From an optimization exercise on the open Yosys and OpenROAD flow, aimed at small area, a short achievable clock period and few clock cycles per item; shortcuts taken in it are not production practice. In this exercise RTL edits were held to simulation tests only and were not proved equivalent to the original. Power is estimated from default activity; no workload was simulated.

==> design.v <==
module dither_stream (
    input  wire        clk,
    input  wire        rst,
    input  wire        start,
    input  wire        mode,
    input  wire [6:0]  width,
    input  wire [15:0] height,
    output reg         busy,
    input  wire        in_valid,
    output wire        in_ready,
    input  wire [7:0]  in_r,
    input  wire [7:0]  in_g,
    input  wire [7:0]  in_b,
    input  wire [7:0]  in_a,
    output reg         out_valid,
    input  wire        out_ready,
    output wire [7:0]  out_r,
    output wire [7:0]  out_g,
    output wire [7:0]  out_b,
    output wire [7:0]  out_a
);
    integer i;
    reg        mode_r;
    reg [6:0]  w_r;
    reg        w_is1, w_is2, w_is3, w_is4, w_ge3;
    reg        sg28, sg16, sg8, sg4, sg2, sg1;    
    wire [6:0] wm1 = w_r - 7'd1;
    wire [6:0] wm2 = w_r - 7'd2;
    wire [6:0] dl  = (w_r >= 7'd5) ? w_r - 7'd5 : 7'd0;
    wire       dl28 = (dl >= 7'd28);
    wire [6:0] dlr = dl28 ? dl - 7'd28 : dl;
    wire       slow = (w_r < 7'd5);
    always @(posedge clk) begin
        if (!busy) begin
            mode_r <= mode;
            w_r    <= width;
        end
        w_is1 <= (w_r == 7'd1);
        w_is2 <= (w_r == 7'd2);
        w_is3 <= (w_r == 7'd3);
        w_is4 <= (w_r == 7'd4);
        w_ge3 <= (w_r >= 7'd3);
        sg28  <= dl28;
        sg16  <= dlr[4];
        sg8   <= dlr[3];
        sg4   <= dlr[2];
        sg2   <= dlr[1];
        sg1   <= dlr[0];
    end
    reg        in_ready_r;
    reg        in_done;
    reg        ir_v;        
    reg        r1_v;        
    reg        r2_v;        
    reg [4:0]  na;          
    reg [4:0]  nq;          
    assign in_ready = in_ready_r;
    wire take  = in_valid && in_ready_r;
    wire pop   = out_valid && out_ready;
    wire start_ok = !busy && start;
    reg [6:0]  px;
    reg [15:0] rows;        
    reg [1:0]  rsat;        
    reg  pl1, pl2, plast;   
    wire px_last  = plast;
    wire row_last = (rows == 16'd1);
    wire is_last   = px_last && row_last;
    wire is_penult = w_is1 ? (rows == 16'd2) : ((px == wm2) && row_last);
    wire take_last = ir_v ? is_penult : is_last;
    wire na1      = na[0] && !na[1];
    wire last_pop = pop && in_done && na1;
    wire busy_n   = start_ok || (busy && !last_pop);
    wire done_n   = !start_ok && (in_done || (take && take_last));
    wire full_n   = !pop && (na[4] || (na[3] && take));
    wire throttle = slow && (take || ir_v);
    wire na_up    = take && !pop;
    wire na_dn    = pop && !take;
    always @(posedge clk) begin
        if (rst) begin
            busy       <= 1'b0;
            in_ready_r <= 1'b0;
            in_done    <= 1'b0;
            ir_v       <= 1'b0;
            r1_v       <= 1'b0;
            r2_v       <= 1'b0;
            na         <= 5'd0;
        end else begin
            busy       <= busy_n;
            in_done    <= done_n;
            in_ready_r <= busy_n && !done_n && !full_n && !throttle;
            ir_v       <= take;
            r1_v       <= ir_v;
            r2_v       <= r1_v;
            if (na_up)
                na <= {na[3:0], 1'b1};
            else if (na_dn)
                na <= {1'b0, na[4:1]};
        end
    end
    always @(posedge clk) begin
        if (!busy) begin
            px    <= 7'd0;
            rows  <= height;
            rsat  <= 2'd0;
            pl1   <= 1'b0;
            pl2   <= 1'b0;
            plast <= (width == 7'd1);
        end else if (ir_v) begin
            if (px_last) begin
                px    <= 7'd0;
                rows  <= rows - 16'd1;
                if (!rsat[1]) rsat <= rsat + 2'd1;
                pl1   <= 1'b0;
                pl2   <= 1'b0;
                plast <= w_is1;
            end else begin
                px    <= px + 7'd1;
                pl1   <= 1'b1;
                pl2   <= pl1;
                plast <= (px == wm2);
            end
        end
    end
    reg [7:0] ir_r, ir_g, ir_b;
    always @(posedge clk) begin
        ir_r <= in_r;
        ir_g <= in_g;
        ir_b <= in_b;
    end
    reg       hq;
    reg [8:0] hg;
    reg [7:0] h2, h3;
    wire       hc  = (hg[2:0] == 3'd7) || (hq && hg[2:0] == 3'd6);
    wire [5:0] h1a = hg[8:3] + {5'd0, hc} - {hq, 5'd0};
    wire [7:0] h1c = mode_r ? hg[7:0] + {6'd0, hq, !hq}
                            : {{2{h1a[5]}}, h1a};
    wire [7:0] pos0 = (r1_v && r2_v) ? h1c : (r1_v || r2_v) ? h2 : h3;
    reg [7:0] r0a, r1a, r2a;
    reg [5:0] r0b, r1b, r3a, r4a;
    function [10:0] enc;
        input       fs;
        input [7:0] a;
        input [5:0] b;
        reg a16, b16;
        begin
            a16 = (a[5:0] == 6'b010000);
            b16 = (b == 6'b010000);
            if (fs)
                enc = {3'b000, a};
            else if (!a16 && !b16)
                enc = {1'b0, a[4:0], b[4:0]};
            else if (a16)
                enc = {2'b10, 3'b000, b};
            else
                enc = {2'b11, 4'b0000, a[4:0]};
        end
    endfunction
    wire [5:0]  bpush = w_is4 ? r3a : (w_is3 ? r2a[5:0] : r4a);
    wire [10:0] head = enc(mode_r, pos0, bpush);
    reg [10:0] s28 [0:27];
    reg [10:0] s16 [0:15];
    reg [10:0] s8  [0:7];
    reg [10:0] s4  [0:3];
    reg [10:0] s2  [0:1];
    reg [10:0] s1;
    wire [10:0] y28 = sg28 ? s28[27] : head;
    wire [10:0] y16 = sg16 ? s16[15] : y28;
    wire [10:0] y8  = sg8  ? s8[7]   : y16;
    wire [10:0] y4  = sg4  ? s4[3]   : y8;
    wire [10:0] y2  = sg2  ? s2[1]   : y4;
    wire [10:0] lo  = sg1  ? s1      : y2;
    always @(posedge clk) begin
        if (ir_v) begin
            s28[0] <= head;
            for (i = 1; i < 28; i = i + 1) s28[i] <= s28[i-1];
            s16[0] <= y28;
            for (i = 1; i < 16; i = i + 1) s16[i] <= s16[i-1];
            s8[0] <= y16;
            for (i = 1; i < 8; i = i + 1) s8[i] <= s8[i-1];
            s4[0] <= y8;
            for (i = 1; i < 4; i = i + 1) s4[i] <= s4[i-1];
            s2[0] <= y4;
            s2[1] <= s2[0];
            s1 <= y2;
        end
    end
    wire [5:0] lo_a6 = lo[10] ? (lo[9] ? {lo[4], lo[4:0]} : 6'b010000)
                              : {lo[9], lo[9:5]};
    wire [5:0] lo_b6 = lo[10] ? (lo[9] ? 6'b010000 : lo[5:0])
                              : {lo[4], lo[4:0]};
    wire [7:0] lo_a  = mode_r ? lo[7:0] : {{2{lo_a6[5]}}, lo_a6};
    always @(posedge clk) begin
        if (ir_v) begin
            r0a <= lo_a;
            r0b <= lo_b6;
            r1a <= r0a;
            r1b <= r0b;
            r2a <= r1a;
            r3a <= r2a[5:0];
            r4a <= r3a;
        end
    end
    wire has_up  = (rsat != 2'd0);
    wire has_up2 = rsat[1];
    wire has_l1  = pl1;
    wire has_l2  = pl2;
    wire has_r1  = !px_last;
    wire [7:0] c_upr = w_is4 ? h3  : (w_is3 ? h2 : r0a);
    wire [7:0] c_up  = w_is4 ? r0a : (w_is3 ? h3 : (w_is2 ? h2 : r1a));
    wire [7:0] c_upl = w_is4 ? r1a : (w_is3 ? r0a : (w_is2 ? h3 : r2a));
    wire [5:0] c_up2 = w_is4 ? r0b  : (w_is3 ? r2a[5:0] : (w_is2 ? r0a[5:0]
                     : (w_is1 ? h2[5:0] : r1b)));
    wire m_upl = has_up && has_l1;
    wire m_up  = has_up && !w_is1;
    wire m_upr = has_up && has_r1 && w_ge3;
    function signed [8:0] val;
        input       fs;
        input [7:0] c;
        begin
            if (fs) val = {c[7] & (c[6:0] != 7'd0), c};
            else    val = {c[7], c};
        end
    endfunction
    wire signed [8:0] e_upl = val(mode_r, c_upl);
    wire signed [8:0] e_up  = val(mode_r, c_up);
    wire signed [8:0] e_upr = val(mode_r, c_upr);
    wire signed [10:0] p5 = (e_up <<< 2) + e_up;
    wire signed [10:0] p3 = (e_upr <<< 1) + e_upr;
    wire [6:0] a1 = (m_upl ? c_upl[6:0] : 7'd0) + (has_up2 ? {c_up2[5], c_up2} : 7'd0);
    wire [6:0] a2 = (m_up  ? c_up[6:0]  : 7'd0);
    wire [6:0] a3 = (m_upr ? c_upr[6:0] : 7'd0);
    wire [6:0] q1 = mode_r ? (m_upl ? {{2{e_upl[8]}}, e_upl[8:4]} : 7'd0) : a1;
    wire [6:0] q2 = mode_r ? (m_up  ? p5[10:4] : 7'd0) : a2;
    wire [6:0] q3 = mode_r ? (m_upr ? p3[10:4] : 7'd0) : a3;
    wire k1 = mode_r && m_upl && (e_upl[3:0] != 4'd0);
    wire k2 = mode_r && m_up  && (e_up[3:0]  != 4'd0);
    wire k3 = mode_r && m_upr && (e_upr[3:0] != 4'd0);
    function [8:0] pchain;
        input [7:0] c;
        input [6:0] q1, q2, q3;
        input       k1, k2, k3;
        reg [9:0] s1, s2, s3;
        reg       i1, i2, i3, z1, z2;
        begin
            s1 = {2'b00, c} + {{3{q1[6]}}, q1};
            i1 = s1[9] & k1;
            z1 = i1 & (s1[7:0] == 8'hff);
            s2 = {2'b00, s1[7:0]} + {{3{q2[6]}}, q2} + {9'd0, i1};
            i2 = (z1 ? q2[6] : s2[9]) & k2;
            z2 = i2 & (s2[7:0] == 8'hff);
            s3 = {2'b00, s2[7:0]} + {{3{q3[6]}}, q3} + {9'd0, i2};
            i3 = (z2 ? q3[6] : s3[9]) & k3;
            pchain = {i3, s3[7:0]};
        end
    endfunction
    wire [8:0] pv_r = pchain(ir_r, q1, q2, q3, k1, k2, k3);
    wire [8:0] pv_g = pchain(ir_g, q1, q2, q3, k1, k2, k3);
    wire [8:0] pv_b = pchain(ir_b, q1, q2, q3, k1, k2, k3);
    wire f_l  = has_l1;
    wire f_u1 = !has_l1 && has_up && w_is1;
    wire f_u2 = !has_l1 && has_up && w_is2;
    wire f_on = f_l || f_u1 || f_u2;
    reg [8:0] v1_r, v1_g, v1_b;
    reg [7:0] fc1;
    always @(posedge clk) begin
        v1_r <= pv_r;
        v1_g <= pv_g;
        v1_b <= pv_b;
        fc1  <= {mode_r && f_u2,                  
                 mode_r && f_u1,                  
                 mode_r && f_l,                   
                 !mode_r && f_on,                 
                 !mode_r && has_l2,               
                 mode_r && (f_u1 || f_u2),        
                 mode_r && f_on,                  
                 1'b0};
    end
    wire [7:0] pv2_r = v1_r[7:0] + {7'd0, v1_r[8]};
    wire [7:0] pv2_g = v1_g[7:0] + {7'd0, v1_g[8]};
    wire [7:0] pv2_b = v1_b[7:0] + {7'd0, v1_b[8]};
    wire a0s_t1 = pv2_r[6] ^ ~pv2_r[4];
    wire a0s_t2 = pv2_r[6] & ~pv2_r[4];
    wire a0s_t3 = pv2_r[7] ^ ~pv2_r[5] ^ ~pv2_r[3];
    wire a0s_t4 = (pv2_r[7] & ~pv2_r[5]) | (pv2_r[7] & ~pv2_r[3]) | (~pv2_r[5] & ~pv2_r[3]);
    wire a0s_t5 = ~pv2_r[6] ^ ~pv2_r[4] ^ pv2_r[2];
    wire a0s_t6 = (~pv2_r[6] & ~pv2_r[4]) | (~pv2_r[6] & pv2_r[2]) | (~pv2_r[4] & pv2_r[2]);
    wire a0s_t7 = ~pv2_r[7] ^ ~pv2_r[5] ^ pv2_r[3];
    wire a0s_t8 = (~pv2_r[7] & ~pv2_r[5]) | (~pv2_r[7] & pv2_r[3]) | (~pv2_r[5] & pv2_r[3]);
    wire a0s_t9 = pv2_r[0] ^ ~pv2_g[6];
    wire a0s_t10 = pv2_r[0] & ~pv2_g[6];
    wire a0s_t11 = ~pv2_r[6] ^ pv2_r[4] ^ pv2_r[1];
    wire a0s_t12 = (~pv2_r[6] & pv2_r[4]) | (~pv2_r[6] & pv2_r[1]) | (pv2_r[4] & pv2_r[1]);
    wire a0s_t13 = ~pv2_g[7] ^ pv2_g[5];
    wire a0s_t14 = ~pv2_g[7] & pv2_g[5];
    wire a0s_t15 = ~pv2_r[7] ^ pv2_r[5] ^ pv2_r[2];
    wire a0s_t16 = (~pv2_r[7] & pv2_r[5]) | (~pv2_r[7] & pv2_r[2]) | (pv2_r[5] & pv2_r[2]);
    wire a0s_t17 = pv2_r[6] ^ pv2_r[3] ^ ~pv2_r[0];
    wire a0s_t18 = (pv2_r[6] & pv2_r[3]) | (pv2_r[6] & ~pv2_r[0]) | (pv2_r[3] & ~pv2_r[0]);
    wire a0s_t19 = pv2_r[7] ^ pv2_r[4] ^ ~pv2_r[1];
    wire a0s_t20 = (pv2_r[7] & pv2_r[4]) | (pv2_r[7] & ~pv2_r[1]) | (pv2_r[4] & ~pv2_r[1]);
    wire a0s_t21 = pv2_g[5] ^ ~pv2_g[2];
    wire a0s_t22 = pv2_g[5] & ~pv2_g[2];
    wire a0s_t23 = pv2_r[5] ^ ~pv2_r[2] ^ pv2_r[0];
    wire a0s_t24 = (pv2_r[5] & ~pv2_r[2]) | (pv2_r[5] & pv2_r[0]) | (~pv2_r[2] & pv2_r[0]);
    wire a0s_t25 = pv2_g[6] ^ ~pv2_g[3];
    wire a0s_t26 = pv2_g[6] & ~pv2_g[3];
    wire a0s_t27 = pv2_r[6] ^ ~pv2_r[3] ^ pv2_r[1];
    wire a0s_t28 = (pv2_r[6] & ~pv2_r[3]) | (pv2_r[6] & pv2_r[1]) | (~pv2_r[3] & pv2_r[1]);
    wire a0s_t29 = pv2_g[7] ^ ~pv2_g[4] ^ ~pv2_g[2];
    wire a0s_t30 = (pv2_g[7] & ~pv2_g[4]) | (pv2_g[7] & ~pv2_g[2]) | (~pv2_g[4] & ~pv2_g[2]);
    wire a0s_t31 = pv2_g[0] ^ pv2_b[7];
    wire a0s_t32 = pv2_g[0] & pv2_b[7];
    wire a0s_t33 = pv2_r[7] ^ ~pv2_r[4] ^ pv2_r[2];
    wire a0s_t34 = (pv2_r[7] & ~pv2_r[4]) | (pv2_r[7] & pv2_r[2]) | (~pv2_r[4] & pv2_r[2]);
    wire a0s_t35 = pv2_r[0] ^ ~pv2_g[5] ^ ~pv2_g[3];
    wire a0s_t36 = (pv2_r[0] & ~pv2_g[5]) | (pv2_r[0] & ~pv2_g[3]) | (~pv2_g[5] & ~pv2_g[3]);
    wire a0s_t37 = pv2_g[1] ^ pv2_b[6];
    wire a0s_t38 = pv2_g[1] & pv2_b[6];
    wire a0s_t39 = ~pv2_r[5] ^ pv2_r[3] ^ pv2_r[1];
    wire a0s_t40 = (~pv2_r[5] & pv2_r[3]) | (~pv2_r[5] & pv2_r[1]) | (pv2_r[3] & pv2_r[1]);
    wire a0s_t41 = ~pv2_g[6] ^ ~pv2_g[4] ^ pv2_g[2];
    wire a0s_t42 = (~pv2_g[6] & ~pv2_g[4]) | (~pv2_g[6] & pv2_g[2]) | (~pv2_g[4] & pv2_g[2]);
    wire a0s_t43 = ~pv2_r[6] ^ pv2_r[4] ^ pv2_r[2];
    wire a0s_t44 = (~pv2_r[6] & pv2_r[4]) | (~pv2_r[6] & pv2_r[2]) | (pv2_r[4] & pv2_r[2]);
    wire a0s_t45 = ~pv2_g[7] ^ ~pv2_g[5];
    wire a0s_t46 = ~pv2_g[7] & ~pv2_g[5];
    wire a0s_t47 = ~pv2_r[7] ^ pv2_r[5];
    wire a0s_t48 = ~pv2_r[7] & pv2_r[5];
    wire a0s_t49 = pv2_r[5] ^ ~pv2_r[3] ^ ~pv2_r[1];
    wire a0s_t50 = (pv2_r[5] & ~pv2_r[3]) | (pv2_r[5] & ~pv2_r[1]) | (~pv2_r[3] & ~pv2_r[1]);
    wire a0s_t51 = ~pv2_r[2] ^ pv2_r[0] ^ ~pv2_g[6];
    wire a0s_t52 = (~pv2_r[2] & pv2_r[0]) | (~pv2_r[2] & ~pv2_g[6]) | (pv2_r[0] & ~pv2_g[6]);
    wire a0s_t53 = ~pv2_g[3] ^ pv2_g[1] ^ ~pv2_b[4];
    wire a0s_t54 = (~pv2_g[3] & pv2_g[1]) | (~pv2_g[3] & ~pv2_b[4]) | (pv2_g[1] & ~pv2_b[4]);
    wire a0s_t55 = pv2_r[1] ^ ~pv2_g[7] ^ ~pv2_g[4];
    wire a0s_t56 = (pv2_r[1] & ~pv2_g[7]) | (pv2_r[1] & ~pv2_g[4]) | (~pv2_g[7] & ~pv2_g[4]);
    wire a0s_t57 = pv2_g[2] ^ ~pv2_b[5] ^ ~pv2_b[1];
    wire a0s_t58 = (pv2_g[2] & ~pv2_b[5]) | (pv2_g[2] & ~pv2_b[1]) | (~pv2_b[5] & ~pv2_b[1]);
    wire a0s_t59 = 1'b1 ^ a0s_t3;
    wire a0s_t60 = 1'b1 & a0s_t3;
    wire a0s_t61 = ~pv2_g[5] ^ pv2_g[3] ^ pv2_g[0];
    wire a0s_t62 = (~pv2_g[5] & pv2_g[3]) | (~pv2_g[5] & pv2_g[0]) | (pv2_g[3] & pv2_g[0]);
    wire a0s_t63 = ~pv2_b[6] ^ ~pv2_b[2] ^ pv2_b[0];
    wire a0s_t64 = (~pv2_b[6] & ~pv2_b[2]) | (~pv2_b[6] & pv2_b[0]) | (~pv2_b[2] & pv2_b[0]);
    wire a0s_t65 = 1'b1 ^ a0s_t5 ^ a0s_t4;
    wire a0s_t66 = (1'b1 & a0s_t5) | (1'b1 & a0s_t4) | (a0s_t5 & a0s_t4);
    wire a0s_t67 = pv2_g[4] ^ pv2_g[1] ^ ~pv2_b[7];
    wire a0s_t68 = (pv2_g[4] & pv2_g[1]) | (pv2_g[4] & ~pv2_b[7]) | (pv2_g[1] & ~pv2_b[7]);
    wire a0s_t69 = ~pv2_b[3] ^ pv2_b[1] ^ 1'b1;
    wire a0s_t70 = (~pv2_b[3] & pv2_b[1]) | (~pv2_b[3] & 1'b1) | (pv2_b[1] & 1'b1);
    wire a0s_t71 = a0s_t7 ^ a0s_t9 ^ a0s_t6;
    wire a0s_t72 = (a0s_t7 & a0s_t9) | (a0s_t7 & a0s_t6) | (a0s_t9 & a0s_t6);
    wire a0s_t73 = pv2_g[2] ^ ~pv2_b[4] ^ pv2_b[2];
    wire a0s_t74 = (pv2_g[2] & ~pv2_b[4]) | (pv2_g[2] & pv2_b[2]) | (~pv2_b[4] & pv2_b[2]);
    wire a0s_t75 = pv2_b[0] ^ 1'b1 ^ a0s_t11;
    wire a0s_t76 = (pv2_b[0] & 1'b1) | (pv2_b[0] & a0s_t11) | (1'b1 & a0s_t11);
    wire a0s_t77 = a0s_t13 ^ a0s_t8 ^ a0s_t10;
    wire a0s_t78 = (a0s_t13 & a0s_t8) | (a0s_t13 & a0s_t10) | (a0s_t8 & a0s_t10);
    wire a0s_t79 = pv2_g[6] ^ pv2_g[3] ^ ~pv2_g[0];
    wire a0s_t80 = (pv2_g[6] & pv2_g[3]) | (pv2_g[6] & ~pv2_g[0]) | (pv2_g[3] & ~pv2_g[0]);
    wire a0s_t81 = ~pv2_b[5] ^ pv2_b[3] ^ pv2_b[1];
    wire a0s_t82 = (~pv2_b[5] & pv2_b[3]) | (~pv2_b[5] & pv2_b[1]) | (pv2_b[3] & pv2_b[1]);
    wire a0s_t83 = a0s_t15 ^ a0s_t12 ^ a0s_t14;
    wire a0s_t84 = (a0s_t15 & a0s_t12) | (a0s_t15 & a0s_t14) | (a0s_t12 & a0s_t14);
    wire a0s_t85 = pv2_g[7] ^ pv2_g[4] ^ ~pv2_g[1];
    wire a0s_t86 = (pv2_g[7] & pv2_g[4]) | (pv2_g[7] & ~pv2_g[1]) | (pv2_g[4] & ~pv2_g[1]);
    wire a0s_t87 = ~pv2_b[6] ^ pv2_b[4] ^ pv2_b[2];
    wire a0s_t88 = (~pv2_b[6] & pv2_b[4]) | (~pv2_b[6] & pv2_b[2]) | (pv2_b[4] & pv2_b[2]);
    wire a0s_t89 = ~pv2_b[0] ^ a0s_t17 ^ a0s_t16;
    wire a0s_t90 = (~pv2_b[0] & a0s_t17) | (~pv2_b[0] & a0s_t16) | (a0s_t17 & a0s_t16);
    wire a0s_t91 = ~pv2_g[0] ^ ~pv2_b[7] ^ pv2_b[5];
    wire a0s_t92 = (~pv2_g[0] & ~pv2_b[7]) | (~pv2_g[0] & pv2_b[5]) | (~pv2_b[7] & pv2_b[5]);
    wire a0s_t93 = pv2_b[3] ^ ~pv2_b[1] ^ 1'b1;
    wire a0s_t94 = (pv2_b[3] & ~pv2_b[1]) | (pv2_b[3] & 1'b1) | (~pv2_b[1] & 1'b1);
    wire a0s_t95 = a0s_t19 ^ a0s_t21 ^ a0s_t18;
    wire a0s_t96 = (a0s_t19 & a0s_t21) | (a0s_t19 & a0s_t18) | (a0s_t21 & a0s_t18);
    wire a0s_t97 = ~pv2_g[1] ^ pv2_b[6] ^ pv2_b[4];
    wire a0s_t98 = (~pv2_g[1] & pv2_b[6]) | (~pv2_g[1] & pv2_b[4]) | (pv2_b[6] & pv2_b[4]);
    wire a0s_t99 = ~pv2_b[2] ^ 1'b1 ^ a0s_t23;
    wire a0s_t100 = (~pv2_b[2] & 1'b1) | (~pv2_b[2] & a0s_t23) | (1'b1 & a0s_t23);
    wire a0s_t101 = a0s_t25 ^ a0s_t20 ^ a0s_t22;
    wire a0s_t102 = (a0s_t25 & a0s_t20) | (a0s_t25 & a0s_t22) | (a0s_t20 & a0s_t22);
    wire a0s_t103 = pv2_b[5] ^ ~pv2_b[3] ^ pv2_b[0];
    wire a0s_t104 = (pv2_b[5] & ~pv2_b[3]) | (pv2_b[5] & pv2_b[0]) | (~pv2_b[3] & pv2_b[0]);
    wire a0s_t105 = 1'b1 ^ a0s_t27 ^ a0s_t29;
    wire a0s_t106 = (1'b1 & a0s_t27) | (1'b1 & a0s_t29) | (a0s_t27 & a0s_t29);
    wire a0s_t107 = a0s_t31 ^ a0s_t24 ^ a0s_t26;
    wire a0s_t108 = (a0s_t31 & a0s_t24) | (a0s_t31 & a0s_t26) | (a0s_t24 & a0s_t26);
    wire a0s_t109 = ~pv2_b[4] ^ pv2_b[1] ^ 1'b1;
    wire a0s_t110 = (~pv2_b[4] & pv2_b[1]) | (~pv2_b[4] & 1'b1) | (pv2_b[1] & 1'b1);
    wire a0s_t111 = a0s_t33 ^ a0s_t35 ^ a0s_t37;
    wire a0s_t112 = (a0s_t33 & a0s_t35) | (a0s_t33 & a0s_t37) | (a0s_t35 & a0s_t37);
    wire a0s_t113 = a0s_t28 ^ a0s_t30 ^ a0s_t32;
    wire a0s_t114 = (a0s_t28 & a0s_t30) | (a0s_t28 & a0s_t32) | (a0s_t30 & a0s_t32);
    wire a0s_t115 = pv2_g[0] ^ pv2_b[7] ^ ~pv2_b[5];
    wire a0s_t116 = (pv2_g[0] & pv2_b[7]) | (pv2_g[0] & ~pv2_b[5]) | (pv2_b[7] & ~pv2_b[5]);
    wire a0s_t117 = pv2_b[2] ^ a0s_t39 ^ a0s_t41;
    wire a0s_t118 = (pv2_b[2] & a0s_t39) | (pv2_b[2] & a0s_t41) | (a0s_t39 & a0s_t41);
    wire a0s_t119 = a0s_t34 ^ a0s_t36 ^ a0s_t38;
    wire a0s_t120 = (a0s_t34 & a0s_t36) | (a0s_t34 & a0s_t38) | (a0s_t36 & a0s_t38);
    wire a0s_t121 = pv2_g[3] ^ pv2_g[1] ^ ~pv2_b[6];
    wire a0s_t122 = (pv2_g[3] & pv2_g[1]) | (pv2_g[3] & ~pv2_b[6]) | (pv2_g[1] & ~pv2_b[6]);
    wire a0s_t123 = pv2_b[3] ^ 1'b1 ^ a0s_t43;
    wire a0s_t124 = (pv2_b[3] & 1'b1) | (pv2_b[3] & a0s_t43) | (1'b1 & a0s_t43);
    wire a0s_t125 = a0s_t45 ^ a0s_t40 ^ a0s_t42;
    wire a0s_t126 = (a0s_t45 & a0s_t40) | (a0s_t45 & a0s_t42) | (a0s_t40 & a0s_t42);
    wire a0s_t127 = pv2_r[3] ^ ~pv2_g[6] ^ pv2_g[4];
    wire a0s_t128 = (pv2_r[3] & ~pv2_g[6]) | (pv2_r[3] & pv2_g[4]) | (~pv2_g[6] & pv2_g[4]);
    wire a0s_t129 = pv2_g[2] ^ ~pv2_b[7] ^ pv2_b[4];
    wire a0s_t130 = (pv2_g[2] & ~pv2_b[7]) | (pv2_g[2] & pv2_b[4]) | (~pv2_b[7] & pv2_b[4]);
    wire a0s_t131 = a0s_t47 ^ a0s_t44 ^ a0s_t46;
    wire a0s_t132 = (a0s_t47 & a0s_t44) | (a0s_t47 & a0s_t46) | (a0s_t44 & a0s_t46);
    wire a0s_t133 = pv2_r[6] ^ pv2_r[4] ^ ~pv2_g[7];
    wire a0s_t134 = (pv2_r[6] & pv2_r[4]) | (pv2_r[6] & ~pv2_g[7]) | (pv2_r[4] & ~pv2_g[7]);
    wire a0s_t135 = pv2_g[5] ^ pv2_g[3] ^ pv2_b[5];
    wire a0s_t136 = (pv2_g[5] & pv2_g[3]) | (pv2_g[5] & pv2_b[5]) | (pv2_g[3] & pv2_b[5]);
    wire a0s_t137 = 1'b1 ^ a0s_t48;
    wire a0s_t138 = 1'b1 & a0s_t48;
    wire a0s_t139 = pv2_r[7] ^ pv2_r[5] ^ pv2_g[6];
    wire a0s_t140 = (pv2_r[7] & pv2_r[5]) | (pv2_r[7] & pv2_g[6]) | (pv2_r[5] & pv2_g[6]);
    wire a0s_t141 = pv2_g[4] ^ pv2_b[6];
    wire a0s_t142 = pv2_g[4] & pv2_b[6];
    wire a0s_t143 = pv2_r[3] ^ ~pv2_r[1];
    wire a0s_t144 = pv2_r[3] & ~pv2_r[1];
    wire a0s_t145 = pv2_r[4] ^ ~pv2_r[2] ^ ~pv2_r[0];
    wire a0s_t146 = (pv2_r[4] & ~pv2_r[2]) | (pv2_r[4] & ~pv2_r[0]) | (~pv2_r[2] & ~pv2_r[0]);
    wire a0s_t147 = ~pv2_g[4] ^ ~pv2_g[1];
    wire a0s_t148 = ~pv2_g[4] & ~pv2_g[1];
    wire a0s_t149 = ~pv2_g[5] ^ ~pv2_g[2] ^ pv2_g[0];
    wire a0s_t150 = (~pv2_g[5] & ~pv2_g[2]) | (~pv2_g[5] & pv2_g[0]) | (~pv2_g[2] & pv2_g[0]);
    wire a0s_t151 = ~pv2_b[3] ^ 1'b1 ^ a0s_t49;
    wire a0s_t152 = (~pv2_b[3] & 1'b1) | (~pv2_b[3] & a0s_t49) | (1'b1 & a0s_t49);
    wire a0s_t153 = ~pv2_b[0] ^ 1'b1 ^ a0s_t1;
    wire a0s_t154 = (~pv2_b[0] & 1'b1) | (~pv2_b[0] & a0s_t1) | (1'b1 & a0s_t1);
    wire a0s_t155 = a0s_t51 ^ a0s_t53 ^ a0s_t50;
    wire a0s_t156 = (a0s_t51 & a0s_t53) | (a0s_t51 & a0s_t50) | (a0s_t53 & a0s_t50);
    wire a0s_t157 = a0s_t2 ^ a0s_t55 ^ a0s_t57;
    wire a0s_t158 = (a0s_t2 & a0s_t55) | (a0s_t2 & a0s_t57) | (a0s_t55 & a0s_t57);
    wire a0s_t159 = a0s_t59 ^ a0s_t52 ^ a0s_t54;
    wire a0s_t160 = (a0s_t59 & a0s_t52) | (a0s_t59 & a0s_t54) | (a0s_t52 & a0s_t54);
    wire a0s_t161 = a0s_t61 ^ a0s_t63 ^ a0s_t65;
    wire a0s_t162 = (a0s_t61 & a0s_t63) | (a0s_t61 & a0s_t65) | (a0s_t63 & a0s_t65);
    wire a0s_t163 = a0s_t56 ^ a0s_t58 ^ a0s_t60;
    wire a0s_t164 = (a0s_t56 & a0s_t58) | (a0s_t56 & a0s_t60) | (a0s_t58 & a0s_t60);
    wire a0s_t165 = a0s_t67 ^ a0s_t69 ^ a0s_t71;
    wire a0s_t166 = (a0s_t67 & a0s_t69) | (a0s_t67 & a0s_t71) | (a0s_t69 & a0s_t71);
    wire a0s_t167 = a0s_t62 ^ a0s_t64 ^ a0s_t66;
    wire a0s_t168 = (a0s_t62 & a0s_t64) | (a0s_t62 & a0s_t66) | (a0s_t64 & a0s_t66);
    wire a0s_t169 = a0s_t73 ^ a0s_t75 ^ a0s_t77;
    wire a0s_t170 = (a0s_t73 & a0s_t75) | (a0s_t73 & a0s_t77) | (a0s_t75 & a0s_t77);
    wire a0s_t171 = a0s_t68 ^ a0s_t70 ^ a0s_t72;
    wire a0s_t172 = (a0s_t68 & a0s_t70) | (a0s_t68 & a0s_t72) | (a0s_t70 & a0s_t72);
    wire a0s_t173 = a0s_t79 ^ a0s_t81 ^ a0s_t83;
    wire a0s_t174 = (a0s_t79 & a0s_t81) | (a0s_t79 & a0s_t83) | (a0s_t81 & a0s_t83);
    wire a0s_t175 = a0s_t74 ^ a0s_t76 ^ a0s_t78;
    wire a0s_t176 = (a0s_t74 & a0s_t76) | (a0s_t74 & a0s_t78) | (a0s_t76 & a0s_t78);
    wire a0s_t177 = a0s_t85 ^ a0s_t87 ^ a0s_t89;
    wire a0s_t178 = (a0s_t85 & a0s_t87) | (a0s_t85 & a0s_t89) | (a0s_t87 & a0s_t89);
    wire a0s_t179 = a0s_t80 ^ a0s_t82 ^ a0s_t84;
    wire a0s_t180 = (a0s_t80 & a0s_t82) | (a0s_t80 & a0s_t84) | (a0s_t82 & a0s_t84);
    wire a0s_t181 = a0s_t91 ^ a0s_t93 ^ a0s_t95;
    wire a0s_t182 = (a0s_t91 & a0s_t93) | (a0s_t91 & a0s_t95) | (a0s_t93 & a0s_t95);
    wire a0s_t183 = a0s_t86 ^ a0s_t88 ^ a0s_t90;
    wire a0s_t184 = (a0s_t86 & a0s_t88) | (a0s_t86 & a0s_t90) | (a0s_t88 & a0s_t90);
    wire a0s_t185 = a0s_t97 ^ a0s_t99 ^ a0s_t101;
    wire a0s_t186 = (a0s_t97 & a0s_t99) | (a0s_t97 & a0s_t101) | (a0s_t99 & a0s_t101);
    wire a0s_t187 = a0s_t92 ^ a0s_t94 ^ a0s_t96;
    wire a0s_t188 = (a0s_t92 & a0s_t94) | (a0s_t92 & a0s_t96) | (a0s_t94 & a0s_t96);
    wire a0s_t189 = a0s_t103 ^ a0s_t105 ^ a0s_t107;
    wire a0s_t190 = (a0s_t103 & a0s_t105) | (a0s_t103 & a0s_t107) | (a0s_t105 & a0s_t107);
    wire a0s_t191 = a0s_t98 ^ a0s_t100 ^ a0s_t102;
    wire a0s_t192 = (a0s_t98 & a0s_t100) | (a0s_t98 & a0s_t102) | (a0s_t100 & a0s_t102);
    wire a0s_t193 = a0s_t109 ^ a0s_t111 ^ a0s_t113;
    wire a0s_t194 = (a0s_t109 & a0s_t111) | (a0s_t109 & a0s_t113) | (a0s_t111 & a0s_t113);
    wire a0s_t195 = a0s_t104 ^ a0s_t106 ^ a0s_t108;
    wire a0s_t196 = (a0s_t104 & a0s_t106) | (a0s_t104 & a0s_t108) | (a0s_t106 & a0s_t108);
    wire a0s_t197 = a0s_t115 ^ a0s_t117 ^ a0s_t119;
    wire a0s_t198 = (a0s_t115 & a0s_t117) | (a0s_t115 & a0s_t119) | (a0s_t117 & a0s_t119);
    wire a0s_t199 = a0s_t110 ^ a0s_t112 ^ a0s_t114;
    wire a0s_t200 = (a0s_t110 & a0s_t112) | (a0s_t110 & a0s_t114) | (a0s_t112 & a0s_t114);
    wire a0s_t201 = a0s_t121 ^ a0s_t123 ^ a0s_t125;
    wire a0s_t202 = (a0s_t121 & a0s_t123) | (a0s_t121 & a0s_t125) | (a0s_t123 & a0s_t125);
    wire a0s_t203 = a0s_t116 ^ a0s_t118 ^ a0s_t120;
    wire a0s_t204 = (a0s_t116 & a0s_t118) | (a0s_t116 & a0s_t120) | (a0s_t118 & a0s_t120);
    wire a0s_t205 = a0s_t127 ^ a0s_t129 ^ a0s_t131;
    wire a0s_t206 = (a0s_t127 & a0s_t129) | (a0s_t127 & a0s_t131) | (a0s_t129 & a0s_t131);
    wire a0s_t207 = a0s_t122 ^ a0s_t124 ^ a0s_t126;
    wire a0s_t208 = (a0s_t122 & a0s_t124) | (a0s_t122 & a0s_t126) | (a0s_t124 & a0s_t126);
    wire a0s_t209 = a0s_t133 ^ a0s_t135 ^ a0s_t137;
    wire a0s_t210 = (a0s_t133 & a0s_t135) | (a0s_t133 & a0s_t137) | (a0s_t135 & a0s_t137);
    wire a0s_t211 = a0s_t128 ^ a0s_t130 ^ a0s_t132;
    wire a0s_t212 = (a0s_t128 & a0s_t130) | (a0s_t128 & a0s_t132) | (a0s_t130 & a0s_t132);
    wire a0s_t213 = 1'b1 ^ a0s_t139 ^ a0s_t141;
    wire a0s_t214 = (1'b1 & a0s_t139) | (1'b1 & a0s_t141) | (a0s_t139 & a0s_t141);
    wire a0s_t215 = a0s_t134 ^ a0s_t136 ^ a0s_t138;
    wire a0s_t216 = (a0s_t134 & a0s_t136) | (a0s_t134 & a0s_t138) | (a0s_t136 & a0s_t138);
    wire a0s_t217 = pv2_r[6] ^ pv2_g[7] ^ pv2_g[5];
    wire a0s_t218 = (pv2_r[6] & pv2_g[7]) | (pv2_r[6] & pv2_g[5]) | (pv2_g[7] & pv2_g[5]);
    wire a0s_t219 = pv2_b[7] ^ a0s_t140 ^ a0s_t142;
    wire a0s_t220 = (pv2_b[7] & a0s_t140) | (pv2_b[7] & a0s_t142) | (a0s_t140 & a0s_t142);
    wire a0s_t221 = pv2_r[7] ^ pv2_g[6];
    wire a0s_t222 = pv2_r[7] & pv2_g[6];
    wire a0s_t223 = pv2_r[2] ^ ~pv2_r[0];
    wire a0s_t224 = pv2_r[2] & ~pv2_r[0];
    wire a0s_t225 = ~pv2_g[3] ^ ~pv2_g[0] ^ ~pv2_b[1];
    wire a0s_t226 = (~pv2_g[3] & ~pv2_g[0]) | (~pv2_g[3] & ~pv2_b[1]) | (~pv2_g[0] & ~pv2_b[1]);
    wire a0s_t227 = ~pv2_b[2] ^ a0s_t145 ^ a0s_t147;
    wire a0s_t228 = (~pv2_b[2] & a0s_t145) | (~pv2_b[2] & a0s_t147) | (a0s_t145 & a0s_t147);
    wire a0s_t229 = a0s_t149 ^ a0s_t151 ^ a0s_t146;
    wire a0s_t230 = (a0s_t149 & a0s_t151) | (a0s_t149 & a0s_t146) | (a0s_t151 & a0s_t146);
    wire a0s_t231 = a0s_t153 ^ a0s_t155 ^ a0s_t150;
    wire a0s_t232 = (a0s_t153 & a0s_t155) | (a0s_t153 & a0s_t150) | (a0s_t155 & a0s_t150);
    wire a0s_t233 = a0s_t157 ^ a0s_t159 ^ a0s_t154;
    wire a0s_t234 = (a0s_t157 & a0s_t159) | (a0s_t157 & a0s_t154) | (a0s_t159 & a0s_t154);
    wire a0s_t235 = a0s_t161 ^ a0s_t163 ^ a0s_t158;
    wire a0s_t236 = (a0s_t161 & a0s_t163) | (a0s_t161 & a0s_t158) | (a0s_t163 & a0s_t158);
    wire a0s_t237 = a0s_t165 ^ a0s_t167 ^ a0s_t162;
    wire a0s_t238 = (a0s_t165 & a0s_t167) | (a0s_t165 & a0s_t162) | (a0s_t167 & a0s_t162);
    wire a0s_t239 = a0s_t169 ^ a0s_t171 ^ a0s_t166;
    wire a0s_t240 = (a0s_t169 & a0s_t171) | (a0s_t169 & a0s_t166) | (a0s_t171 & a0s_t166);
    wire a0s_t241 = a0s_t173 ^ a0s_t175 ^ a0s_t170;
    wire a0s_t242 = (a0s_t173 & a0s_t175) | (a0s_t173 & a0s_t170) | (a0s_t175 & a0s_t170);
    wire a0s_t243 = a0s_t177 ^ a0s_t179 ^ a0s_t174;
    wire a0s_t244 = (a0s_t177 & a0s_t179) | (a0s_t177 & a0s_t174) | (a0s_t179 & a0s_t174);
    wire a0s_t245 = a0s_t181 ^ a0s_t183 ^ a0s_t178;
    wire a0s_t246 = (a0s_t181 & a0s_t183) | (a0s_t181 & a0s_t178) | (a0s_t183 & a0s_t178);
    wire a0s_t247 = a0s_t185 ^ a0s_t187 ^ a0s_t182;
    wire a0s_t248 = (a0s_t185 & a0s_t187) | (a0s_t185 & a0s_t182) | (a0s_t187 & a0s_t182);
    wire a0s_t249 = a0s_t189 ^ a0s_t191 ^ a0s_t186;
    wire a0s_t250 = (a0s_t189 & a0s_t191) | (a0s_t189 & a0s_t186) | (a0s_t191 & a0s_t186);
    wire a0s_t251 = a0s_t193 ^ a0s_t195 ^ a0s_t190;
    wire a0s_t252 = (a0s_t193 & a0s_t195) | (a0s_t193 & a0s_t190) | (a0s_t195 & a0s_t190);
    wire a0s_t253 = a0s_t197 ^ a0s_t199 ^ a0s_t194;
    wire a0s_t254 = (a0s_t197 & a0s_t199) | (a0s_t197 & a0s_t194) | (a0s_t199 & a0s_t194);
    wire a0s_t255 = a0s_t201 ^ a0s_t203 ^ a0s_t198;
    wire a0s_t256 = (a0s_t201 & a0s_t203) | (a0s_t201 & a0s_t198) | (a0s_t203 & a0s_t198);
    wire a0s_t257 = a0s_t205 ^ a0s_t207 ^ a0s_t202;
    wire a0s_t258 = (a0s_t205 & a0s_t207) | (a0s_t205 & a0s_t202) | (a0s_t207 & a0s_t202);
    wire a0s_t259 = a0s_t209 ^ a0s_t211 ^ a0s_t206;
    wire a0s_t260 = (a0s_t209 & a0s_t211) | (a0s_t209 & a0s_t206) | (a0s_t211 & a0s_t206);
    wire a0s_t261 = a0s_t213 ^ a0s_t215 ^ a0s_t210;
    wire a0s_t262 = (a0s_t213 & a0s_t215) | (a0s_t213 & a0s_t210) | (a0s_t215 & a0s_t210);
    wire a0s_t263 = a0s_t217 ^ a0s_t219 ^ a0s_t214;
    wire a0s_t264 = (a0s_t217 & a0s_t219) | (a0s_t217 & a0s_t214) | (a0s_t219 & a0s_t214);
    wire a0s_t265 = 1'b1 ^ a0s_t221 ^ a0s_t218;
    wire a0s_t266 = (1'b1 & a0s_t221) | (1'b1 & a0s_t218) | (a0s_t221 & a0s_t218);
    wire a0s_t267 = pv2_g[7] ^ 1'b1;
    wire a0s_t268 = pv2_g[7] & 1'b1;
    wire a0s_t269 = pv2_r[0] ^ ~pv2_g[0];
    wire a0s_t270 = pv2_r[0] & ~pv2_g[0];
    wire a0s_t271 = pv2_r[1] ^ ~pv2_g[1] ^ 1'b1;
    wire a0s_t272 = (pv2_r[1] & ~pv2_g[1]) | (pv2_r[1] & 1'b1) | (~pv2_g[1] & 1'b1);
    wire a0s_t273 = ~pv2_g[2] ^ ~pv2_b[0] ^ a0s_t223;
    wire a0s_t274 = (~pv2_g[2] & ~pv2_b[0]) | (~pv2_g[2] & a0s_t223) | (~pv2_b[0] & a0s_t223);
    wire a0s_t275 = a0s_t143 ^ a0s_t225 ^ a0s_t224;
    wire a0s_t276 = (a0s_t143 & a0s_t225) | (a0s_t143 & a0s_t224) | (a0s_t225 & a0s_t224);
    wire a0s_t277 = a0s_t144 ^ a0s_t227 ^ a0s_t226;
    wire a0s_t278 = (a0s_t144 & a0s_t227) | (a0s_t144 & a0s_t226) | (a0s_t227 & a0s_t226);
    wire a0s_t279 = a0s_t148 ^ a0s_t229 ^ a0s_t228;
    wire a0s_t280 = (a0s_t148 & a0s_t229) | (a0s_t148 & a0s_t228) | (a0s_t229 & a0s_t228);
    wire a0s_t281 = a0s_t152 ^ a0s_t231 ^ a0s_t230;
    wire a0s_t282 = (a0s_t152 & a0s_t231) | (a0s_t152 & a0s_t230) | (a0s_t231 & a0s_t230);
    wire a0s_t283 = a0s_t156 ^ a0s_t233 ^ a0s_t232;
    wire a0s_t284 = (a0s_t156 & a0s_t233) | (a0s_t156 & a0s_t232) | (a0s_t233 & a0s_t232);
    wire a0s_t285 = a0s_t160 ^ a0s_t235 ^ a0s_t234;
    wire a0s_t286 = (a0s_t160 & a0s_t235) | (a0s_t160 & a0s_t234) | (a0s_t235 & a0s_t234);
    wire a0s_t287 = a0s_t164 ^ a0s_t237 ^ a0s_t236;
    wire a0s_t288 = (a0s_t164 & a0s_t237) | (a0s_t164 & a0s_t236) | (a0s_t237 & a0s_t236);
    wire a0s_t289 = a0s_t168 ^ a0s_t239 ^ a0s_t238;
    wire a0s_t290 = (a0s_t168 & a0s_t239) | (a0s_t168 & a0s_t238) | (a0s_t239 & a0s_t238);
    wire a0s_t291 = a0s_t172 ^ a0s_t241 ^ a0s_t240;
    wire a0s_t292 = (a0s_t172 & a0s_t241) | (a0s_t172 & a0s_t240) | (a0s_t241 & a0s_t240);
    wire a0s_t293 = a0s_t176 ^ a0s_t243 ^ a0s_t242;
    wire a0s_t294 = (a0s_t176 & a0s_t243) | (a0s_t176 & a0s_t242) | (a0s_t243 & a0s_t242);
    wire a0s_t295 = a0s_t180 ^ a0s_t245 ^ a0s_t244;
    wire a0s_t296 = (a0s_t180 & a0s_t245) | (a0s_t180 & a0s_t244) | (a0s_t245 & a0s_t244);
    wire a0s_t297 = a0s_t184 ^ a0s_t247 ^ a0s_t246;
    wire a0s_t298 = (a0s_t184 & a0s_t247) | (a0s_t184 & a0s_t246) | (a0s_t247 & a0s_t246);
    wire a0s_t299 = a0s_t188 ^ a0s_t249 ^ a0s_t248;
    wire a0s_t300 = (a0s_t188 & a0s_t249) | (a0s_t188 & a0s_t248) | (a0s_t249 & a0s_t248);
    wire a0s_t301 = a0s_t192 ^ a0s_t251 ^ a0s_t250;
    wire a0s_t302 = (a0s_t192 & a0s_t251) | (a0s_t192 & a0s_t250) | (a0s_t251 & a0s_t250);
    wire a0s_t303 = a0s_t196 ^ a0s_t253 ^ a0s_t252;
    wire a0s_t304 = (a0s_t196 & a0s_t253) | (a0s_t196 & a0s_t252) | (a0s_t253 & a0s_t252);
    wire a0s_t305 = a0s_t200 ^ a0s_t255 ^ a0s_t254;
    wire a0s_t306 = (a0s_t200 & a0s_t255) | (a0s_t200 & a0s_t254) | (a0s_t255 & a0s_t254);
    wire a0s_t307 = a0s_t204 ^ a0s_t257 ^ a0s_t256;
    wire a0s_t308 = (a0s_t204 & a0s_t257) | (a0s_t204 & a0s_t256) | (a0s_t257 & a0s_t256);
    wire a0s_t309 = a0s_t208 ^ a0s_t259 ^ a0s_t258;
    wire a0s_t310 = (a0s_t208 & a0s_t259) | (a0s_t208 & a0s_t258) | (a0s_t259 & a0s_t258);
    wire a0s_t311 = a0s_t212 ^ a0s_t261 ^ a0s_t260;
    wire a0s_t312 = (a0s_t212 & a0s_t261) | (a0s_t212 & a0s_t260) | (a0s_t261 & a0s_t260);
    wire a0s_t313 = a0s_t216 ^ a0s_t263 ^ a0s_t262;
    wire a0s_t314 = (a0s_t216 & a0s_t263) | (a0s_t216 & a0s_t262) | (a0s_t263 & a0s_t262);
    wire a0s_t315 = a0s_t220 ^ a0s_t265 ^ a0s_t264;
    wire a0s_t316 = (a0s_t220 & a0s_t265) | (a0s_t220 & a0s_t264) | (a0s_t265 & a0s_t264);
    wire a0s_t317 = a0s_t222 ^ a0s_t267 ^ a0s_t266;
    wire a0s_t318 = (a0s_t222 & a0s_t267) | (a0s_t222 & a0s_t266) | (a0s_t267 & a0s_t266);
    wire a0s_t319 = 1'b1 ^ a0s_t268;
    wire a0s_t320 = 1'b1 & a0s_t268;
    wire [26:0] a0s_a = {1'b1, a0s_t319, a0s_t317, a0s_t315, a0s_t313, a0s_t311, a0s_t309, a0s_t307, a0s_t305, a0s_t303, a0s_t301, a0s_t299, a0s_t297, a0s_t295, a0s_t293, a0s_t291, a0s_t289, a0s_t287, a0s_t285, a0s_t283, a0s_t281, a0s_t279, a0s_t277, a0s_t275, a0s_t273, a0s_t271, 1'b1};
    wire [26:0] a0s_b = {a0s_t320, a0s_t318, a0s_t316, a0s_t314, a0s_t312, a0s_t310, a0s_t308, a0s_t306, a0s_t304, a0s_t302, a0s_t300, a0s_t298, a0s_t296, a0s_t294, a0s_t292, a0s_t290, a0s_t288, a0s_t286, a0s_t284, a0s_t282, a0s_t280, a0s_t278, a0s_t276, a0s_t274, a0s_t272, a0s_t270, a0s_t269};
    wire [26:0] a0s = a0s_a + a0s_b;
    reg [26:0] a0k;
    reg [7:0]  v2_r, v2_g, v2_b;
    reg [7:0]  fc2;
    always @(posedge clk) begin
        a0k  <= a0s;
        v2_r <= pv2_r;
        v2_g <= pv2_g;
        v2_b <= pv2_b;
        fc2  <= fc1;
    end
    wire fx1 = fc2[7], fx2 = fc2[6], fx3 = fc2[5], fa1 = fc2[4], fa2 = fc2[3];
    wire fy  = fc2[2], fc = fc2[1];
    wire [13:0] g14 = {{5{hg[8]}}, hg};
    wire [13:0] ea2 = {{4{h2[5]}}, h2[5:0], 4'd0};
    wire [13:0] kx = ({14{fx1}} & (g14 << 1)) | ({14{fx2}} & (g14 << 2))
                   | ({14{fx3}} & (g14 << 3)) | ({14{fa1}} & {g14[12:3], 4'd0});
    wire [13:0] ky = ({14{fy}} & g14) | ({14{fx3}} & ~g14) | ({14{fa2}} & ea2);
    wire [13:0] kz = ({14{fx1}} & (hq ? 14'h3d06 : 14'h0003))    
                   | ({14{fx2}} & (hq ? 14'h3b0a : 14'h0005))    
                   | ({14{fx3}} & (hq ? 14'h390f : 14'h0008))    
                   | ({14{fa1}} & ({hq, hq, hq, hq, hq, 9'd0} | {9'd0, hc, 4'd0}));   
    wire [13:0] ks = kx ^ ky ^ kz;
    wire [13:0] kc = ((kx & ky) | (kx & kz) | (ky & kz)) << 1;
    wire [4:0]  k4 = {1'b0, ks[3:0]} + {1'b0, kc[3:0]};
    wire        c4 = k4[4];
    wire        fcor = fc && (hq ? (hg[3:0] != 4'he) : (hg[3:0] != 4'hf));
    function [26:0] adj;
        input [7:0]  v;
        input [13:0] xs, xc;
        input        fcr;
        input [26:0] a256n, a1, a257, a256;
        reg   [13:0] a, s, c, t;
        reg          hi, ng, m1;
        begin
            a  = {2'b00, v, 4'b0000};
            s  = a ^ xs ^ xc;
            c  = ((a & xs) | (a & xc) | (xs & xc)) << 1;
            t  = s + c;
            hi = !t[13] && t[12];
            ng = t[13];
            m1 = (t[13:4] == 10'h3ff);
            adj = ({27{hi}} & a256n)
                | ({27{ng && m1 && fcr}} & a1)
                | ({27{ng && !m1 && fcr}} & a257)
                | ({27{ng && !fcr}} & a256);
        end
    endfunction
    wire [26:0] j_r = adj(v2_r, ks, kc, fcor, 27'h6cdd300, 27'h001322d, 27'h1335f2d, 27'h1322d00);
    wire [26:0] j_g = adj(v2_g, ks, kc, fcor, 27'h5a6e900, 27'h0025917, 27'h25b7017, 27'h2591700);
    wire [26:0] j_b = adj(v2_b, ks, kc, fcor, 27'h78b4400, 27'h00074bc, 27'h07530bc, 27'h074bc00);
    wire [26:0] t_ks = {ks[12:4], 18'd0};
    wire [26:0] t_kc = {kc[12:4], 18'd0};
    wire [26:0] fs1a = a0k ^ t_ks ^ t_kc;
    wire [26:0] fc1a = (((a0k & t_ks) | (a0k & t_kc) | (t_ks & t_kc)) << 1) | {8'd0, c4, 18'd0};
    wire [26:0] fs1b = j_r ^ j_g ^ j_b;
    wire [26:0] fc1b = ((j_r & j_g) | (j_r & j_b) | (j_g & j_b)) << 1;
    wire [26:0] fs2  = fs1a ^ fc1a ^ fs1b;
    wire [26:0] fc2x = ((fs1a & fc1a) | (fs1a & fs1b) | (fc1a & fs1b)) << 1;
    wire [26:0] fs3  = fs2 ^ fc2x ^ fc1b;
    wire [26:0] fc3  = ((fs2 & fc2x) | (fs2 & fc1b) | (fc2x & fc1b)) << 1;
    wire [26:0] lsum = fs3 + fc3;
    wire [8:0] gm1  = lsum[26:18];
    wire       q_hi = !gm1[8] && gm1[7];
    always @(posedge clk) begin
        if (r2_v) begin
            hq <= q_hi;
            hg <= gm1;
            h2 <= h1c;
            h3 <= h2;
        end
    end
    reg [7:0] qa [0:4];
    reg [4:0] qkn;           
    wire [5:0] nae = {na, 1'b1} & ~{1'b0, na};    
    wire [5:0] nqe = {nq, 1'b1} & ~{1'b0, nq};
    wire nq_up = r2_v && !pop;
    wire nq_dn = pop && !r2_v;
    always @(posedge clk) begin
        for (i = 0; i < 5; i = i + 1) begin
            if (pop ? nae[i + 1] : nae[i])
                qa[i] <= in_a;
            else if (pop)
                qa[i] <= (i < 4) ? qa[(i + 1) % 5] : qa[i];
            if (r2_v && (pop ? nqe[i + 1] : nqe[i]))
                qkn[i] <= !q_hi;
            else if (pop)
                qkn[i] <= (i < 4) ? qkn[(i + 1) % 5] : qkn[i];
        end
    end
    always @(posedge clk) begin
        if (rst) begin
            nq        <= 5'd0;
            out_valid <= 1'b0;
        end else begin
            if (nq_up)
                nq <= {nq[3:0], 1'b1};
            else if (nq_dn)
                nq <= {1'b0, nq[4:1]};
            out_valid <= r2_v || nq[1] || (nq[0] && !pop);
        end
    end
    assign out_r = 8'd0;
    assign out_g = {8{qkn[0]}};
    assign out_b = {qkn[0], 2'b00, qkn[0], qkn[0], qkn[0], 2'b00};
    assign out_a = qa[0];
endmodule
==> flow/run.sh <==
#!/bin/bash
# Layout flow: the standard synthesis and ORFS flow, with
#  - the timing repair steps (floorplan, CTS, global route) aiming for a
#    setup slack of MARGIN ns instead of 0, so that they size and buffer
#    the critical paths for a shorter period than the design's (the
#    constraints themselves are unchanged);
#  - the port buffers made of buf_2 cells instead of the delay buffers
#    buffer_ports picks by default (every port still gets its buffer).
set -euo pipefail
W=$(pwd)
MARGIN=$(cat "$W/flow/margin.txt")
bash standard.sh synth > "$W/synth.log" 2>&1
make -C "$FLOW_HOME" DESIGN_CONFIG="$W/config.mk" WORK_HOME="$W/orfs" CLKGATE_MAP_FILE= \
    SYNTH_SCRIPT="$W/synth_recipe.tcl" SETUP_SLACK_MARGIN="$MARGIN" \
    BUFFER_PORTS_ARGS="-buffer_cell sky130_fd_sc_hd__buf_2" finish > "$W/layout.log" 2>&1
bash standard.sh finish > "$W/final_def.log" 2>&1
==> flow/margin.txt <==
24
==> standard.sh <==
#!/bin/bash
# synth_recipe.tcl (not shown) runs the flow's synth.tcl, then flattens the netlist and writes it again
# the make line also repeats each setting of config.mk as NAME=value (left out here)
make -C /OpenROAD-flow-scripts/flow DESIGN_CONFIG=/design/flow/config.mk WORK_HOME=/design/flow/orfs CLKGATE_MAP_FILE= SYNTH_SCRIPT=/design/flow/synth_recipe.tcl "${@:-finish}"
==> config.mk <==
export PLATFORM = sky130hd
export DESIGN_NAME = dither_stream
export DESIGN_NICKNAME = dither_stream
export VERILOG_FILES = /design/flow/design.v
export SDC_FILE = /design/flow/constraint.sdc
export NUM_CORES = 4
export LEC_CHECK = 0
export CAP_MARGIN = 20
export CORE_MARGIN = 2
export CORE_UTILIZATION = 65
export CTS_CLUSTER_DIAMETER = 80
export CTS_CLUSTER_SIZE = 25
export PLACE_DENSITY = 0.78
export SLEW_MARGIN = 20
==> constraint.sdc <==
create_clock -name core_clock -period 32.0 [get_ports {clk}]
set_input_delay 6.4000 -clock core_clock [delete_from_list [all_inputs] [get_ports {clk}]]
set_output_delay 6.4000 -clock core_clock [all_outputs]
set_load 0.01 [all_outputs]
==> results of run 1 <==
[how the worst max path moves through the flow]
stage / start / endpoint / depth (start not counted)
2_1_floorplan: out_ready / qa[2][0]$_DFFE_PP_ / 5
3_3_place_gp: fc2[5]$_DFF_P_ / qkn[0]$_DFFE_PP_ / 31
3_5_place_dp: fc2[5]$_DFF_P_ / qkn[2]$_DFFE_PP_ / 29
4_1_cts: hq$_DFFE_PP_ / qkn[2]$_DFFE_PP_ / 29
5_1_grt: h2[1]$_DFFE_PP_ / v1_r[8]$_DFF_P_ / 40
6_report: busy$_SDFF_PP0_ / busy / 2
[cell usage after synthesis (all sizes together), types with 18 or more instances]
master / n
a211oi: 20
a21o: 40
a21oi: 158
a31oi: 23
and2: 19
and3: 19
buf: 45
clkbuf: 54
dfxtp: 155
edfxtp: 793
fa: 229
ha: 269
inv: 382
mux2: 71
mux2i: 65
nand2: 164
nand2b: 38
nand3: 30
nand4: 18
nor2: 255
nor2b: 37
nor3: 50
o21a: 34
o21ai: 147
o31ai: 18
or2: 18
xnor2: 117
xor2: 53
[cell families after synthesis]
logic type               Yosys count
flip-flops                       948
XOR/XNOR                         170
AND/OR/NAND/NOR                  705
adder cells (fa/ha/maj)          498
buffers and inverters            482
AO/OA/AOI/OAI                    584
multiplexers                     136
other                              1
[metrics by stage]
step / total power, mW / hold slack, ns / utilization (%) / area (µm²)
floorplan: 2.616 / 0.3096 / - / 47040
global placement: 2.968 / 0.3127 / 67.71 / 48410
detailed placement: 3.002 / 0.3161 / 67.71 / 48410
CTS: 3.707 / 0.3408 / 70.41 / 50330
global route: 3.968 / 0.3363 / 71.31 / 50980
finish: 3.707 / 0.3354 / 71.31 / 50980
[layer usage]
metal	track usage [%]	up-vias	wire, µm
met1	36.29	13634	41370
met2	46.86	908	50910
li1	-	12693	-
met3	2.750	193	4946
met4	8.791	0	3342
met5	0	-	0
[registers in the layout (all words and copies together) (netlist names), 8 cells and up]
| register | cells |
|---|---|
| a0k | 27 |
| h2 | 8 |
| h3 | 8 |
| hg | 9 |
| ir_b | 8 |
| ir_g | 8 |
| ir_r | 8 |
| qa | 40 |
| r0a | 8 |
| r1a | 8 |
| r2a | 8 |
| rows | 16 |
| s1 | 11 |
| s16 | 176 |
| s2 | 22 |
| s28 | 308 |
| s4 | 44 |
| s8 | 88 |
| v1_b | 9 |
| v1_g | 9 |
| v1_r | 9 |
| v2_b | 8 |
| v2_g | 8 |
| v2_r | 8 |
[final cells by class]
class                      instances  area [µm²]
clock buffer                      76        1306
tap                              950        1189
inverter                         383        1456
timing repair buffer             168        1161
clock inverter                    14       235.2
sequential                       948       26940
fill                            4668       20510
multi-input combinational       2105       18690
[power by group]
| group | switching, mW | internal [mW] | leakage, nW |
|---|---|---|---|
| clock network | 0.391 | 0.304 | 0.730 |
| logic | 0.883 | 0.668 | 10.6 |
| registers | 0.0378 | 1.42 | 8.55 |
[timing repair]
item                       CTS  global route
buffers inserted            19            31
gates resized for setup     59            89
setup endpoints to repair   22            24
gates cloned                 0             1
pin swaps                   18            53
==> results.yml, run 1 <==
finish:
  area_growth_pct: 8.500
  final_cell_mix: "edfxtp_1 (793), inv_1 (373), ha_1 (254), nor2_1 (247), fa_1 (218)"
  layout.cells.non_filler: 4644
  final_common_cell: "edfxtp_1"
  diodes: 0
  final_net_count: 4213
  layout-drive-gt1-share_pct: 11.94
hold_path:
  hold_class: "reg2reg"
  min_delay_path_depth: 0
  holdPathEnd: "fc2[1]$_DFF_P_"
  min_from: "fc1[1]$_DFF_P_"
synth:
  synthXorXnorAreaFrac_pct: 3.185
  yosys_most_used_dff: "edfxtp_1"
  synth_area_per_cell_um2: 13.33
  synthArstFlopShare_pct: 0
  synth_edf_count: 793
  synth_cell_type_count: 98
  ys_seq_elements: 948
  ys_top_cells_by_area: "edfxtp_1 (51%), fa_1 (9.8%), ha_1 (7.2%), dfxtp_1 (6.6%), inv_1 (3.0%)"
  yosysTopAreaCell: "edfxtp_1"
  synth_top_area_share_pct: 50.68
  synth_compound_area_share_pct: 8.120
  synthesis.area_um2: 46980
  synth_cells: 3524
  synthMuxAreaShare_pct: 3.220
  synthAdderAreaFrac_pct: 16.92
  synth_warnings: 7
  synth_simple_gate_area_share_pct: 7.108
  synth_top_family_by_area: "adder cells"
  ys_seq_area_share_pct: 57.29
grt:
  grt_use_total_pct: 27.07
  grt_max_degree: 215
  antenna_found_initial: 1
  grt_pass1_vias: 27915
  grt-ovfl-total: 0
  grt_pass1_wl_um: 154800
timing:
  period_share_pct: 24.61
  fin_crit_ns: 7.874
  max_freq_mhz: 127.0
  tightest_slew_ns: 1.090
  rsz0062_at_grt: "yes"
  tns_ns: 0
  drv_slew: 0
  setup_ws_ns: 24.13
  slew_headroom_pct: 27.11
  worst_clock_skew_ns: 0.06989
  setup_viol: 0
  hold_viol_final: 0
worst_setup_path:
  r2r_setup_slack_ns: 24.20
  path_cells: "buf_4, buf_2"
  crit_family: "buffers and inverters"
  startpoint_type: "flip-flop"
  critPathBufInv: 2
  crit_slowest_cell: "dfxtp_1"
  r2r-start: "fc2[7]$_DFF_P_"
  max_stage_delay_ns: 0.33
  crit_type: "reg2out"
  critPathArrivalTime_ns: 1.47
  rr_worst_depth: 30
  r2r_end: "qkn[2]$_DFFE_PP_"
  cp_data_required_time_ns: 25.60
  crit_path_max_fanout: 34
  end_kind: "primary output"
floorplan:
  die_x_um: 272.9
  rows: 98
  die_area_um2: 74450
  start_util_pct: 65.72
  io_pins: 96
  die_h_um: 272.9
  core-area_um2: 71490
run:
  maxCapViolCount: 0
clock_network:
  cts.sink_count: 948
  insertion_delay_ns: 0.65
  clock_path_buffers: 3
  clkTransAtPathRegs_ns: 0.09
  cts_max_level: 2
  cts_made_buffers: 48
  cts_root_buf: "clkbuf_16"
  cts_tree: "yes"
  cts_hold_repair.buffers: 0
status:
  status: "no timing/DRC/antenna violations"
detailed_routing:
  first_iter_violations: 2468
  antenna_left: 0
  vias_per_cell: 5.906
  drc: 0
  wl_per_cell_um: 21.66
  routed_wirelength_um: 100600
  vias: 27428
  dr.pass1.iters: 6
power:
  p_leak_nw: 19.85
  peakVddDrop_mv: 0.2213
  power_density_nw_per_um2: 72.71
placement:
  dp.cells: 4502
  dpl_worst_slack_ns: 22.97
  port-buffer-count: 83
  gp_congestion: 0.9150
  dp_hpwl_um: 70110
Testbench counts, summed over its fixed seeds: cycles 32,928, pixels 32,768.
==> inputs of run 2 (changes only) <==
--- a/config.mk
+++ b/config.mk
@@ -8,7 +8,7 @@
 export CAP_MARGIN = 20
 export CORE_MARGIN = 2
 export CORE_UTILIZATION = 65
-export CTS_CLUSTER_DIAMETER = 80
-export CTS_CLUSTER_SIZE = 25
+export CTS_CLUSTER_DIAMETER = 90
+export CTS_CLUSTER_SIZE = 28
 export PLACE_DENSITY = 0.78
 export SLEW_MARGIN = 20
==> results.yml, run 2 <==
status:
  status: "no timing/DRC/antenna violations"
detailed_routing:
  routed_wirelength_um: 99980
  first_iter_violations: 2377
  vias_per_cell: 5.917
  wl_per_cell_um: 21.56
  antenna_left: 0
  drc: 0
  dr.pass1.iters: 6
  vias: 27441
worst_setup_path:
  end_kind: "primary output"
  critPathArrivalTime_ns: 1.47
  startpoint_type: "flip-flop"
  crit_slowest_cell: "dfxtp_1"
  crit_path_max_fanout: 34
  critPathBufInv: 2
  crit_family: "buffers and inverters"
  max_stage_delay_ns: 0.33
  path_cells: "buf_4, buf_2"
  cp_data_required_time_ns: 25.60
  r2r_setup_slack_ns: 24.25
  crit_type: "reg2out"
synth:
  synthTopCellsByCount: "edfxtp_1 (793), inv_1 (378), ha_1 (269)"
  ys_top_cells_by_area: "edfxtp_1 (51%), fa_1 (9.8%), ha_1 (7.2%), dfxtp_1 (6.6%), inv_1 (3.0%)"
  synth_edf_count: 793
  synth_cells: 3524
  ys_seq_area_share_pct: 57.29
  yosys_most_used_dff: "edfxtp_1"
  synth_warnings: 7
  synth_top_area_share_pct: 50.68
  synth_cell_type_count: 98
  synth_most_common_cell: "edfxtp_1"
  ys_seq_elements: 948
  yosysTopAreaCell: "edfxtp_1"
  synth_area_per_cell_um2: 13.33
  synthesis.area_um2: 46980
  synthArstFlopShare_pct: 0
placement:
  gp_congestion: 0.9150
  port-buffer-count: 83
  dp.cells: 4502
  dp_hpwl_um: 70110
  place_area_um2: 48410
  dpl_worst_slack_ns: 22.97
finish:
  top_register: "s28"
  diodes: 0
  final_net_count: 4213
  stdcell_area_um2: 50940
  multiInputGateArea_um2: 18720
  final_common_cell: "edfxtp_1"
  layout.cells.non_filler: 4638
  largest_register_ffs: 308
  area_growth_pct: 8.423
  fillerInstances: 4677
  final_cell_mix: "edfxtp_1 (793), inv_1 (372), ha_1 (252), nor2_1 (247), fa_1 (218)"
  final_core_util_pct: 71.26
  reg.largest.list: "s28: 308 flops, s16: 176 flops, s8: 88 flops"
  regArea_um2: 26940
  layout-drive-gt1-share_pct: 12.07
clock_network:
  cts_hold_repair.buffers: 0
  insertion_delay_ns: 0.64
  clock_path_buffers: 3
  clkTransAtPathRegs_ns: 0.11
  cts_made_buffers: 44
  cts_root_buf: "clkbuf_16"
  cts.sink_count: 948
  cts_max_level: 2
  cts_tree: "yes"
grt:
  grt_max_degree: 215
  grt-ovfl-total: 0
  antenna_found_initial: 0
  grt_use_total_pct: 26.97
  grt_pass1_wl_um: 154200
  grt_pass1_vias: 27871
timing:
  tns_ns: 0
  whs_ns: 0.3328
  slew_headroom_pct: 22.94
  hold_viol_final: 0
  drv_slew: 0
  fin_crit_ns: 7.871
  setup_ws_ns: 24.13
  rsz0062_at_grt: "yes"
  setup_viol: 0
  period_share_pct: 24.60
  worst_clock_skew_ns: 0.04064
  max_freq_mhz: 127.1
  tightest_slew_ns: 1.156
power:
  power_frac_clock_pct: 18.3
  p_sw_mw: 1.304
  swShare_pct: 35.46
  power_frac_seq_pct: 39.7
  peakVddDrop_mv: 0.2208
  power_density_nw_per_um2: 72.21
  pwr-share-comb_pct: 42.0
  p_total_mw: 3.679
  p_leak_nw: 19.83
  intPower_mw: 2.374
floorplan:
  die_x_um: 272.9
  start_util_pct: 65.72
  rows: 98
  die_h_um: 272.9
  io_pins: 96
  die_area_um2: 74450
  core-area_um2: 71490
run:
  maxCapViolCount: 0
hold_path:
  hold_class: "reg2reg"
==> run 2: cell counts after synthesis <==
No cell type changed its count.
==> run 2: layout make-up <==
type                    count  area share [%]
repair buffers            171           2.292
clock buffers              67           2.331
well taps                 950           2.333
flip-flops and latches    948           52.89
multi-input cells        2106           36.75
clock inverters            13          0.5404
inverters                 383           2.866
==> run 2: per-layer routing <==
metal  part of all wire [%]  GRT usage, %  up-vias
li1                       -             -    12690
met1                     42         36.25    13740
met2                     50         46.55      817
met3                    4.5         2.574      194
met4                    3.4         9.109        0
met5                      0             0        -
==> run 2: worst paths after layout <==
| path | startpoint | to | cells past startpoint |
|---|---|---|---|
| max | busy$_SDFF_PP0_ | busy | 2 |
| min | fc1[6]$_DFF_P_ | fc2[6]$_DFF_P_ | 0 |
| max reg2reg | hq$_DFFE_PP_ | qkn[2]$_DFFE_PP_ | 32 |
| min reg2reg | fc1[6]$_DFF_P_ | fc2[6]$_DFF_P_ | 0 |
==> run 2: kinds of logic after synthesis <==
group | after synthesis | synth area share [%]
other | 1 | 0.007981
buffers and inverters | 482 | 4.152
muxes | 136 | 3.220
adders and majority gates | 498 | 16.92
xor gates and xnor gates | 170 | 3.185
and+or+nand+nor | 705 | 7.108
AOI/OAI and AO/OA | 584 | 8.120
DFF | 948 | 57.29
==> run 2: power by group through the flow <==
stage                     Combinational [mW]  Sequential, mW  Clock [mW]
after floorplan                         1.14            1.48           0
after global placement                  1.48            1.49           0
final                                   1.55            1.46       0.673
after CTS                               1.53            1.46       0.690
after global routing                    1.75            1.47       0.729
after detailed placement                1.51            1.49           0
==> run 2: timing repair <==
| item | in CTS | in global routing |
|---|---|---|
| gates resized for setup | 59 | 96 |
| cloned | 0 | 2 |
| hold endpoints to repair | 0 | 0 |
| endpoints found under the setup margin | 25 | 24 |
| pin swaps | 20 | 55 |
| setup buffers | 20 | 34 |

## static timing again, ports no longer ideal
The results above use ideal ports. As a check the final layouts listed here were re-extracted and re-timed, cells and wires unchanged. Step 1: set_driving_cell puts a clkbuf_16 on clk and a buf_2 on each other input, an assumption about the parent block. Step 2 moves the port delays by t, midway between the first and last clock arrival at a register: inputs arrive t later, outputs are due t later. That takes back most of the time a late clock gives input paths. Slacks: ideal ports / drivers / drivers and shift; pairs: ideal ports / drivers.
run | t (ns) | setup WS [ns] | worst slew at a driven data input, ns | cell pins on the clock port's net
run 1 | 0.683 | 24.126 / 24.057 / 23.558 | 0.05 | 1
run 2 | 0.687 | 24.129 / 24.063 / 23.555 | 0.05 | 1
After both steps every run listed still meets setup and hold. The setup slack of run 2, which loses most, moves by -0.066 ns with the drivers and by -0.574 ns with both steps.
